This design comes from an exercise in tuning for small area, a short achievable clock period and few clock cycles per item on the open sky130 flow, not from production work. Function was not checked in any run shown here: the RTL went through the layout flow alone. No activity file was given, so power comes from the tool's default toggle rates.

## flow/design.v

```verilog
module ws_crc16_byte (
  input  wire [15:0] crc_in,
  input  wire [7:0]  data,
  output reg  [15:0] crc_out
);
  integer i;
  always @* begin
    crc_out = crc_in ^ {data, 8'h00};
    for (i = 0; i < 8; i = i + 1) begin
      if (crc_out[15])
        crc_out = {crc_out[14:0], 1'b0} ^ 16'h1021;
      else
        crc_out = {crc_out[14:0], 1'b0};
    end
  end
endmodule
module ws_framer (
  input  wire        clk,
  input  wire        rst,
  input  wire        in_valid,
  input  wire [7:0]  in_data,
  output wire        in_ready,
  input  wire        ev_take,
  output reg         ev_valid,
  output reg         ev_crc_err,
  output reg  [1:0]  ev_tag,
  output reg  [7:0]  ev_command,
  output reg  [7:0]  ev_status,
  output reg  [7:0]  ev_length,
  output reg  [63:0] ev_raw,
  output reg  [15:0] ev_stored,
  output reg  [15:0] ev_computed,
  output reg         start1,       
  output reg         start2        
);
  reg        bv;                   
  reg  [7:0] bd;
  reg  [5:0] pos;
  reg  [1:0] ctag;                 
  wire is_aa  = (bd == 8'hAA);
  wire is_tag = (bd == 8'h01) || (bd == 8'h02) || (bd == 8'h03);
  reg        rdy;
  assign in_ready = rdy;
  reg  [5:0] pos_n;
  always @* begin
    pos_n = pos;
    if (bv)
      case (pos)
        6'd0: pos_n = is_aa ? 6'd1 : 6'd0;
        6'd1: pos_n = is_tag ? 6'd2 : is_aa ? 6'd1 : 6'd0;
        6'd2: pos_n = (bd == 8'h55) ? 6'd3 : is_aa ? 6'd1 : 6'd0;
        6'd3: pos_n = (bd == 8'hC3) ? 6'd4 : is_aa ? 6'd1 : 6'd0;
        default: pos_n = pos + 6'd1;    
      endcase
  end
  wire bv_n  = in_valid && rdy;
  wire evv_n = (ev_valid && !ev_take) || (bv && pos == 6'd63);
  wire rdy_n = !evv_n || (pos_n < 6'd2) || (pos_n == 6'd2 && !bv_n);
  wire [15:0] crc_next;
  ws_crc16_byte u_crc (.crc_in(ev_computed), .data(bd), .crc_out(crc_next));
  always @(posedge clk) begin
    if (rst) begin
      bv       <= 1'b0;
      pos      <= 6'd0;
      rdy      <= 1'b1;
      ev_valid <= 1'b0;
      start1   <= 1'b0;
      start2   <= 1'b0;
    end else begin
      bv  <= bv_n;
      rdy <= rdy_n;
      pos <= pos_n;
      start1 <= 1'b0;
      start2 <= 1'b0;
      if (ev_take)
        ev_valid <= 1'b0;
      if (bv) begin
        if (pos == 6'd3) begin
          ev_tag      <= ctag;
          ev_computed <= 16'hFFFF;
        end
        if (pos >= 6'd4 && pos <= 6'd61)
          ev_computed <= crc_next;
        if (pos == 6'd4) ev_command <= bd;
        if (pos == 6'd5) ev_status  <= bd;
        if (pos == 6'd6) ev_length  <= bd;
        if (pos >= 6'd7 && pos <= 6'd14)
          ev_raw[(pos - 6'd7) * 8 +: 8] <= bd;
        if (pos == 6'd62) ev_stored[15:8] <= bd;
        if (pos == 6'd63) begin
          ev_stored[7:0] <= bd;
          ev_crc_err     <= (ev_computed != {ev_stored[15:8], bd});
          ev_valid       <= 1'b1;
        end
        start1 <= (pos == 6'd8 && ev_tag == 2'd0) || (pos == 6'd10 && ev_tag != 2'd0);
        start2 <= (pos == 6'd10 && ev_tag == 2'd0) || (pos == 6'd14 && ev_tag == 2'd1);
      end
    end
  end
  always @(posedge clk)
    if (bv && pos == 6'd1) ctag <= bd[1:0] - 2'd1;
  always @(posedge clk)
    bd <= in_data;
endmodule
module ws_div_f64 #(
  parameter RW = 7                  
) (
  input  wire         clk,
  input  wire         rst,
  input  wire         start,
  input  wire         sel25,        
  input  wire         sel125,       
  input  wire         sgn,
  input  wire [23:0]  lv,
  input  wire [10:0]  ex0,
  output reg          sign,
  output reg  [10:0]  expo,
  output reg  [51:0]  frac
);
  reg          pre, post;
  reg          d25, d125;
  reg  [4:0]   cnt;
  reg  [RW-1:0] rem;
  reg          t_hi, t_lo;          
  function [RW:0] stp;              
    input [RW-1:0] r;
    input          b;
    input          is25, is125;
    reg   [7:0]    x, y1, y2;
    begin
      x  = {r, b};
      y1 = x - 8'd125;
      y2 = x - 8'd25;
      if (is125 && x >= 8'd125)     stp = {1'b1, y1[RW-1:0]};
      else if (is25 && x >= 8'd25)  stp = {1'b1, y2[RW-1:0]};
      else if (!is25 && !is125)     stp = {b, {RW{1'b0}}};
      else                          stp = {1'b0, x[RW-1:0]};
    end
  endfunction
  wire          b_hi = frac[51] | t_hi;
  wire          b_lo = frac[50] | t_lo;
  wire [RW:0]   s1   = stp(rem, b_hi, d25, d125);
  wire          q_hi = s1[RW];
  wire [RW-1:0] r1   = s1[RW-1:0];
  wire [RW:0]   s2   = stp(r1, b_lo, d25, d125);
  wire          q_lo = s2[RW];
  wire [RW-1:0] r2   = s2[RW-1:0];
  wire [10:0] ex_m1 = expo - 11'd1;
  wire [10:0] ex_m2 = expo - 11'd2;
  wire [4:0]  cnt_n = cnt + 5'd1;
  always @(posedge clk) begin
    if (rst) begin
      pre  <= 1'b0;
      post <= 1'b0;
    end else if (start) begin
      pre  <= (lv != 24'd0);
      post <= 1'b0;
    end else if (pre) begin
      if (q_hi || q_lo) begin
        pre  <= 1'b0;
        post <= 1'b1;
      end
    end else if (post) begin
      if (cnt == 5'd25)
        post <= 1'b0;
    end
  end
  always @(posedge clk) begin
    if (start) begin
      d25  <= sel25;
      d125 <= sel125;
      sign <= sgn;
      frac <= {lv, 28'd0};
      rem  <= {RW{1'b0}};
      cnt  <= 5'd0;
      expo <= (lv == 24'd0) ? 11'd0 : ex0;
      t_hi <= 1'b0;
      t_lo <= 1'b0;
    end else if (pre) begin
      if (q_hi) begin
        frac <= {frac[50:0], 1'b0};
        rem  <= r1;
      end else begin
        frac <= {frac[49:0], 2'b00};
        rem  <= r2;
        expo <= q_lo ? ex_m1 : ex_m2;
      end
    end else if (post) begin
      frac <= {frac[49:0], q_hi, q_lo};
      rem  <= r2;
      cnt  <= cnt_n;
      t_hi <= (d25 && cnt_n == 5'd24) || (d125 && (cnt_n == 5'd23 || cnt_n == 5'd24 || cnt_n == 5'd25));
      t_lo <= (d25 && cnt_n == 5'd24) || (d125 && (cnt_n == 5'd23 || cnt_n == 5'd24));
    end
  end
endmodule
module ws_f32_to_f64 (
  input  wire [1:0]  mode,       
  input  wire [31:0] f,          
  output reg  [23:0] lv,         
  output reg  [10:0] ex0         
);
  wire [7:0]  e   = f[30:23];
  wire [15:0] n   = f[15:0];
  wire [15:0] mag = n[15] ? (16'd0 - n) : n;
  always @* begin
    case (mode)
      2'd0: begin lv = {mag, 8'd0}; ex0 = 11'd1036; end
      2'd2: begin lv = {n, 8'd0};   ex0 = 11'd1035; end
      default: begin
        lv  = {(e != 8'd0), f[22:0]};
        ex0 = (e == 8'hFF) ? 11'h7FF : (e == 8'd0) ? 11'd897 : ({3'd0, e} + 11'd896);
      end
    endcase
  end
endmodule
module ws_decoder (
  input  wire [1:0]  tag,
  input  wire [63:0] raw,
  output wire        sign1,
  output wire        sign2
);
  assign sign1 = (tag == 2'd0) ? raw[15] : (tag == 2'd1) ? raw[31] : 1'b0;
  assign sign2 = (tag == 2'd0) ? raw[31] : raw[63];
endmodule
module ws_frame_rx (
  input  wire        clk,
  input  wire        rst,
  input  wire        in_valid,
  input  wire [7:0]  in_data,
  output wire        in_ready,
  output wire        ev_valid,
  input  wire        ev_ready,
  output wire        ev_crc_err,
  output wire [1:0]  ev_tag,
  output wire [7:0]  ev_command,
  output wire [7:0]  ev_status,
  output wire [7:0]  ev_length,
  output wire [63:0] ev_raw,
  output wire [63:0] ev_value1,
  output wire [63:0] ev_value2,
  output wire [15:0] ev_stored,
  output wire [15:0] ev_computed
);
  wire start1, start2;
  ws_framer u_framer (
    .clk(clk), .rst(rst),
    .in_valid(in_valid), .in_data(in_data), .in_ready(in_ready),
    .ev_take(ev_valid && ev_ready), .ev_valid(ev_valid),
    .ev_crc_err(ev_crc_err), .ev_tag(ev_tag), .ev_command(ev_command),
    .ev_status(ev_status), .ev_length(ev_length), .ev_raw(ev_raw),
    .ev_stored(ev_stored), .ev_computed(ev_computed),
    .start1(start1), .start2(start2)
  );
  wire [23:0] lv1;
  wire [10:0] ex1;
  ws_f32_to_f64 u_op1 (
    .mode(ev_tag),
    .f(ev_tag == 2'd2 ? {16'd0, ev_raw[31:16]} : ev_raw[31:0]),
    .lv(lv1), .ex0(ex1)
  );
  ws_div_f64 #(.RW(7)) u_eng1 (
    .clk(clk), .rst(rst), .start(start1),
    .sel25(ev_tag == 2'd0), .sel125(ev_tag == 2'd2), .sgn(sgn1),
    .lv(lv1), .ex0(ex1),
    .sign(ev_value1[63]), .expo(ev_value1[62:52]), .frac(ev_value1[51:0])
  );
  wire [23:0] lv2;
  wire [10:0] ex2;
  ws_f32_to_f64 u_op2 (
    .mode({1'b0, ev_tag[0]}),
    .f(ev_tag[0] ? ev_raw[63:32] : {16'd0, ev_raw[31:16]}),
    .lv(lv2), .ex0(ex2)
  );
  ws_div_f64 #(.RW(5)) u_eng2 (
    .clk(clk), .rst(rst), .start(start2),
    .sel25(ev_tag == 2'd0), .sel125(1'b0), .sgn(sgn2),
    .lv(lv2), .ex0(ex2),
    .sign(ev_value2[63]), .expo(ev_value2[62:52]), .frac(ev_value2[51:0])
  );
  wire sgn1, sgn2;
  ws_decoder u_sign (
    .tag(ev_tag), .raw(ev_raw), .sign1(sgn1), .sign2(sgn2)
  );
endmodule
```

## flow/run.sh

```bash
#!/bin/bash
# synth_recipe.tcl (not shown) runs the flow's synth.tcl, then flattens the netlist and writes it again
# the make line also repeats each setting of config.mk as NAME=value (left out here)
make -C /OpenROAD-flow-scripts/flow DESIGN_CONFIG=/design/flow/config.mk WORK_HOME=/design/flow/orfs CLKGATE_MAP_FILE= SYNTH_SCRIPT=/design/flow/synth_recipe.tcl finish
```

## flow/config.mk

```make
export PLATFORM = sky130hd
export DESIGN_NAME = ws_frame_rx
export DESIGN_NICKNAME = ws_frame_rx
export VERILOG_FILES = /design/flow/design.v
export SDC_FILE = /design/flow/constraint.sdc
export NUM_CORES = 4
export LEC_CHECK = 0
export CAP_MARGIN = 20
export CORE_MARGIN = 2
export CORE_UTILIZATION = 30
export PLACE_DENSITY = 0.5
export SETUP_SLACK_MARGIN = 5
export SLEW_MARGIN = 20
```

## flow/constraint.sdc

```tcl
create_clock -name core_clock -period 9.0 [get_ports {clk}]
set_input_delay 1.8000 -clock core_clock [delete_from_list [all_inputs] [get_ports {clk}]]
set_output_delay 1.8000 -clock core_clock [all_outputs]
set_load 0.01 [all_outputs]
```

==> results of run 1 <==
final cells by class:
| class | instances | area (µm²) | share of cell area, % |
|---|---|---|---|
| clock buffers | 61 | 1161 | 5.177 |
| clock inverters | 8 | 113.9 | 0.5076 |
| inverters | 42 | 172.7 | 0.7698 |
| multi-input cells | 1279 | 8865 | 39.52 |
| flip-flops and latches | 304 | 8109 | 36.15 |
| well taps | 756 | 945.9 | 4.217 |
| repair buffers | 315 | 3063 | 13.66 |
power breakdown:
group | total, mW | switching (mW) | internal [mW]
Sequential | 1.62 | 0.0882 | 1.53
Combinational | 0.463 | 0.230 | 0.233
Clock | 1.57 | 0.603 | 0.967
registers in the layout, summed over array words and instances (netlist names), 7 cells and up:
name and flops:
u_eng1.expo 11, u_eng1.frac 52, u_eng1.rem 7, u_framer.ev_stored 16, u_framer.bd 8, u_framer.ev_length 8, u_framer.ev_command 8, u_eng2.expo 11
u_eng2.frac 52, u_framer.ev_status 8, u_framer.ev_raw 64, u_framer.ev_computed 16
through the flow:
stage,instances,area [µm²]
global route,2765,22430
finish,2765,22430
floorplan,1753,17450
CTS,2739,22020
global placement,2662,20590
detailed placement,2662,20590
per-layer routing:
layer	share of wire, %	up-vias
li1	-	6906
met1	43	7065
met2	47	427
met3	6.8	78
met4	2.5	0
met5	0	-
worst min path at each step:
stage	start	end	slack (ns)
finish	u_framer.ctag[0]	u_framer.ev_tag[0]	0.43
global route	u_framer.ctag[0]	u_framer.ev_tag[0]	0.44
CTS	u_framer.ctag[1]	u_framer.ev_tag[1]	0.43
detailed placement	u_framer.ctag[1]	u_framer.ev_tag[1]	0.41
global placement	u_framer.ctag[1]	u_framer.ev_tag[1]	0.41
floorplan	u_framer.ctag[0]	u_framer.ev_tag[0]	0.40
synthesized netlist by cell type (all sizes together), types with 8 or more instances:
library cell  instances  area, µm²
nand2               209      794.5
edfxtp              200       6006
nor2                157      591.8
dfxtp               104       2082
clkbuf               98      367.9
o21ai                96      491.7
mux2i                84      840.8
a21oi                76      387.9
mux2                 68      769.5
xnor2                57      499.2
xor2                 48      420.4
nand3                44      232.7
inv                  41      153.9
ha                   39      488.0
nor3                 38      195.2
a211oi               37      290.3
a311oi               32      286.5
buf                  30      161.4
nor4                 30      187.7
and3                 24      150.1
nand4                21      146.4
o22ai                21      131.4
nand2b               17      106.4
or3                  16      100.1
a31oi                13      81.33
o31ai                12      103.9
or2                  11      68.82
nor2b                10      62.56
nor3b                10      75.07
and2                  8      50.05
cells by family (layout without fill, tap and decap cells):
family / after synthesis / in the layout / synth area share, %
AO/OA/AOI/OAI: 365 / 365 / 14.42
multiplexers: 152 / 152 / 9.331
XOR/XNOR: 105 / 105 / 5.329
flip-flops: 304 / 304 / 46.86
adder cells (fa/ha/maj): 39 / 39 / 2.828
AND/OR/NAND/NOR: 618 / 618 / 17.25
buffers and inverters: 170 / 426 / 3.980
what timing repair did:
item                                    4_1_cts  5_1_grt
buffers inserted                              8       24
gates cloned                                  0        1
resized for setup                            26       42
pin swaps                                     5       14
endpoints found under the setup margin       97       95
==> run summary, run 1 <==
DR vias/cell 5.235; CP Launch Point u_eng1.frac[51]; # IOs 265; Reg2Reg Setup Slack 5.09 ns; CTS tree built; fin crit share 43.47%; Synth cell types 96; H-tree lvl count 2; area grow syn2layout 29.97%; Detailed Place HPWL 40450 µm; Die Y 243.8 µm; relative slew slack 27.54%; largest net degree at the start of global routing 89; number of cells on the critical path 15; fmax 255.6 MHz; gr ovfl total 0; Critical-path top delay cell o41a_4; Setup Crit Path Kind reg -> reg; clock latency (worst-skew pair) 0.56 ns; total vias in the final route 14480; final total negative setup slack 0 ns; share of cells above drive strength 1 13.69%; Mapped Area 0.01726 mm²; delay-heaviest family, CP compound AO/OA/AOI/OAI gates; Synth Register Bits 304; Pleak 8.140 nW; Yosys warning total 5; Setup crit end u_eng1.expo[4]; IR drop worst, VDD 0.0001367 V; Final Skew 0.02106 ns; drt drc 0; RSZ-0062 raised after global routing true; CTS buffer count 38; Total GRT Usage 18.89%; Iter 0 DRT Violations 1129; FP Rows 87; met1 Use GR 24.31%; Max Transition Viols Final 0; sequential element share of the synthesized area 46.86%; worst hold path depth 0; initial core utilization 30.49%; CP peak stage delay 0.52 ns; fin crit period 3.912 ns; CTS Hold Bufs 0; number of synthesized flops with an enable pin 200; ys flop type edfxtp_1; GR peak layer met2; per-cell routed wire length 21.23 µm; Root Driver clkbuf_16; CP required 9.31 ns; die area 0.05946 mm²; global-route wire length before repair 87390 µm; ANT nets after route 0; Max Cap Viol 0; I/O Buffers 264; Worst Tran Pin Value 1.087 ns; final setup fails 0; Min Hold Slack 0.4252 ns; core box area 0.05660 mm²; HP Class reg -> reg; Avg Synthesized Cell Area 9.845 µm²; vias in the first global route 13980; CTS max path bufs 3; GRT met2 Usage 30.96%; Clock Sinks 304; crit-path most repeated cell ha_2; Buf/Inv on CP 0; most frequent cells in the layout clkdlybuf4s50_1, nand2_1, edfxtp_1; pre-CTS setup slack 4.369 ns; crit path cell chain or2_4, ha_2, and2b_2, o31a_1, a21oi_4, a31oi_4, ha_2, nand2b_4, nand2_1, nand4bb_4, o41a_4, nand3_4, mux2i_4, nor3_1, a221o_1; worst-path fanout max 6; Routed WL 58700 µm; Mapped Nets 1804; Clock transition at path regs 0.06 ns; # diodes 0; status complete, no violations; DRT Pass-1 Iters 7; CP Capture Type register; Final WS setup 5.088 ns; total power 3.655 mW; RR Endpoint u_eng1.expo[4]; post-route core utilization 39.63%; reg2reg path depth 15; Worst EP arrival 4.22 ns; Fin. Hold Viols 0; PwrDens 162.9 mW/mm²; RR Startpoint u_eng1.frac[51]; Fill cells 5636; type of origin of the critical path register; final net count 2031; Die W 243.8 µm; Post-Syn Instances 1753; commonest non-fill, non-tap cell in the layout clkdlybuf4s50_1; Post-synth ARST share 0%; met3 Use GR 4.748%; initial antenna violation count 0; GPL Wtd Cong 0.8904
==> inputs of run 2 (changes only) <==
--- a/flow/config.mk
+++ b/flow/config.mk
@@ -7,7 +7,8 @@
 export LEC_CHECK = 0
 export CAP_MARGIN = 20
 export CORE_MARGIN = 2
-export CORE_UTILIZATION = 30
-export PLACE_DENSITY = 0.5
+export CORE_UTILIZATION = 50
+export CTS_BUF_LIST = sky130_fd_sc_hd__clkbuf_4
+export PLACE_DENSITY = 0.6
 export SETUP_SLACK_MARGIN = 5
 export SLEW_MARGIN = 20
==> run 2 against run 1 <==
Clock power is 17% lower. Setup slack worse by 0.060 ns. Clock skew is 0.042 ns higher. Critical path type unchanged. Still clean. Core utilization is 24 points higher. Sequential share of layout area is 0.77 points higher. Total power is 7.3% lower. Non-clock buffer count is 9 higher.
==> run summary, run 2 <==
status complete, no violations; cell taking the most area after synthesis edfxtp_1; largest net degree at the start of global routing 94 (+5.6%); count leader, synth nand2_1; final net count 2087 (+2.8%); post-route core utilization 64.05% (+24 points); Area contributors post-synth edfxtp_1, dfxtp_1, mux2i_1, nand2_1, mux2_2; Max Cap Viol 0 (unchanged); sequential element share of the synthesized area 46.86% (unchanged); Setup Crit Path Kind reg -> reg; Detailed Place HPWL 35410 µm (-12%); Clock Sinks 304 (unchanged); initial core utilization 50.33% (+20 points); Critical-path top delay cell o41a_4; # IOs 265 (unchanged); die area 0.03602 mm² (-39%); Final Skew 0.06317 ns (+0.04212 ns); H-tree lvl count 3 (+1); pre-CTS setup slack 4.312 ns (-0.05645 ns); initial antenna violation count 2 (+2); gr ovfl total 0 (unchanged); Buf/Inv on CP 1 (+1); IR drop worst, VDD 0.0001158 V (-15%); Iter 0 DRT Violations 1313 (+16%); top flop regs u_framer.ev_raw x64, u_eng1.frac x52, u_eng2.frac x52; fmax 251.7 MHz (-1.5%); crit path cell chain or2_4, inv_4, ha_4, and2b_2, o21a_4, a21o_4, a21oi_4, a31oi_4, ha_2, nand2b_4, nand2_2, nand4bb_4, o41a_4, nand3_4, mux2i_4, nor3_2, a221o_1; number of flip-flops in the largest register 64 (unchanged); fin crit period 3.973 ns (+0.06008 ns); Mapped Area 0.01726 mm² (unchanged); Synth top area share 34.80% (unchanged); core box area 0.03429 mm² (-39%); global-route wire length before repair 81240 µm (-7.0%); worst-path fanout max 7 (+1); CP Capture Type register; Biggest register u_framer.ev_raw; Post-Syn Instances 1753 (unchanged); Total GRT Usage 28.73% (+9.8 points); I/O Buffers 264 (unchanged); type of origin of the critical path register; Synth cell types 96 (unchanged); PwrDens 154.3 mW/mm² (-5.3%); fin crit share 44.14% (+0.67 points); RSZ-0062 raised after global routing true; vias in the first global route 14310 (+2.4%); drt drc 0 (unchanged); HP Class reg -> reg; per-cell routed wire length 20.74 µm (-2.3%); delay-heaviest family, CP compound AO/OA/AOI/OAI gates; number of synthesized flops with an enable pin 200 (unchanged); FP Rows 68 (-22%); share of cells above drive strength 1 16.65% (+3.0 points); Worst Tran Pin Value 1.150 ns (+0.06313 ns); clock latency (worst-skew pair) 0.80 ns (+0.24 ns); synth cell count leaders nand2_1, edfxtp_1, nor2_1, dfxtp_1, clkbuf_1; Die Y 189.8 µm (-22%); Die W 189.8 µm (-22%); Avg Synthesized Cell Area 9.845 µm² (unchanged); Post-synth ARST share 0% (unchanged); Worst EP arrival 4.46 ns (+0.24 ns); CTS tree built; CP required 9.49 ns (+0.18 ns); Max Transition Viols Final 0 (unchanged); CTS buffer count 85 (+120%); total vias in the final route 15000 (+3.6%); CTS max path bufs 3 (unchanged); CP peak stage delay 0.51 ns (about the same); area grow syn2layout 27.25%; Root Driver clkbuf_4; final setup fails 0 (unchanged); Yosys warning total 5 (unchanged); Routed WL 53060 µm (-9.6%); DRT Pass-1 Iters 6 (-1); commonest non-fill, non-tap cell in the layout clkdlybuf4s50_1; most frequent cells in the layout clkdlybuf4s50_1, nand2_1, edfxtp_1; relative slew slack 22.87% (-4.7 points); ANT nets after route 0 (unchanged); ys flop type edfxtp_1; Final WS setup 5.027 ns (-0.06008 ns); GPL Wtd Cong 0.9333 (+4.8%); total power 3.388 mW (-7.3%); Clock transition at path regs 0.07 ns (about the same); Synth Register Bits 304 (unchanged); Fin. Hold Viols 0 (unchanged); DR vias/cell 5.863 (+12%); Pleak 8.218 nW (+0.95%); final total negative setup slack 0 ns (unchanged); Mapped Nets 1804 (unchanged)
## run 2: cell type report
class	count	area, µm²
Fill cell	2846	12330
Multi-Input combinational cell	1279	8825
Sequential cell	304	8108
Timing Repair Buffer	324	3169
Clock buffer	118	885.9
Tap cell	455	569.3
Clock inverter	35	231.5
Inverter	42	168.9
Antenna cell	1	2.502
## run 2: worst paths after layout
kind                                        from                 end  slack, ns  cells past startpoint
worst min-delay path            u_framer.ctag[1]  u_framer.ev_tag[1]       0.43                      0
worst max-delay path             u_eng1.frac[51]      u_eng1.expo[6]       5.03                     17
worst min register to register  u_framer.ctag[1]  u_framer.ev_tag[1]       0.43                      0
worst max register to register   u_eng1.frac[51]      u_eng1.expo[6]       5.03                     17
## run 2: what timing repair did
item / in CTS / in global routing
setup buffers: 12 / 28
resized for setup: 24 / 34
endpoints found under the setup margin: 101 / 91
gates cloned: 1 / 1
hold buffers: 0 / 0
pin swaps: 4 / 13
## run 2: kinds of logic (layout without fill, tap and decap cells)
group           Yosys count  after routing  share of synthesized area [%]
simple gates            618            618                          17.25
compound gates          365            365                          14.42
flops                   304            304                          46.86
buf+inv                 170            519                          3.980
mux                     152            152                          9.331
xor+xnor                105            105                          5.329
fa+ha+maj                39             39                          2.828
other cells               0              1                              0
## run 2: metrics by stage
stage	instance area (µm²)	instances	hold WS (ns)
finish	21960	2558	0.4308
global route	21960	2558	0.4344
CTS	21550	2527	0.4235
detailed placement	20210	2361	0.4062
global placement	20210	2361	0.4040
floorplan	17450	1753	0.4003
## run 2: power breakdown
group | internal (mW) | switching (mW) | leakage (nW)
sequential | 1.53 | 0.0819 | 2.66
clock | 0.697 | 0.614 | 0.647
combinational | 0.233 | 0.230 | 4.91
## run 2: routing by layer
layer / part of all wire [%] / GRT usage [%] / vias to the layer above / routed length [µm]
met2: 46 / 44.94 / 655 / 24580
met3: 9.0 / 7.674 / 106 / 4765
met4: 2.4 / 9.243 / 2 / 1285
met1: 42 / 38.95 / 7169 / 22420
met5: 0.025 / 0 / - / 13
li1: - / - / 7066 / -

-- afterwards: timing with drivers on the ports --
The results above use ideal ports. As a check the final layouts listed here were re-extracted and re-timed, cells and wires unchanged. Step 1, drivers: a clkbuf_16 drives clk and a buf_2 each remaining input, both assumed. Step 2 moves the port delays by t, midway between the first and last clock arrival at a register: inputs arrive t later, outputs are due t later. That takes back most of the time a late clock gives input paths. Slacks: ideal ports / drivers / drivers and shift; pairs: ideal ports / drivers.
run | shift t [ns] | setup slack, ns | worst hold slack (ns) | clock arrival spread, ns
run 1 | 0.611 | 5.088 / 5.031 / 4.644 | 0.425 / 0.425 / 0.425 | 0.024 / 0.023
run 2 | 0.812 | 5.027 / 4.983 / 4.964 | 0.431 / 0.431 / 0.431 | 0.063 / 0.063
After both steps every run listed still meets setup and hold. The setup slack of run 1, which loses most, moves by -0.057 ns with the drivers and by -0.444 ns with both steps.
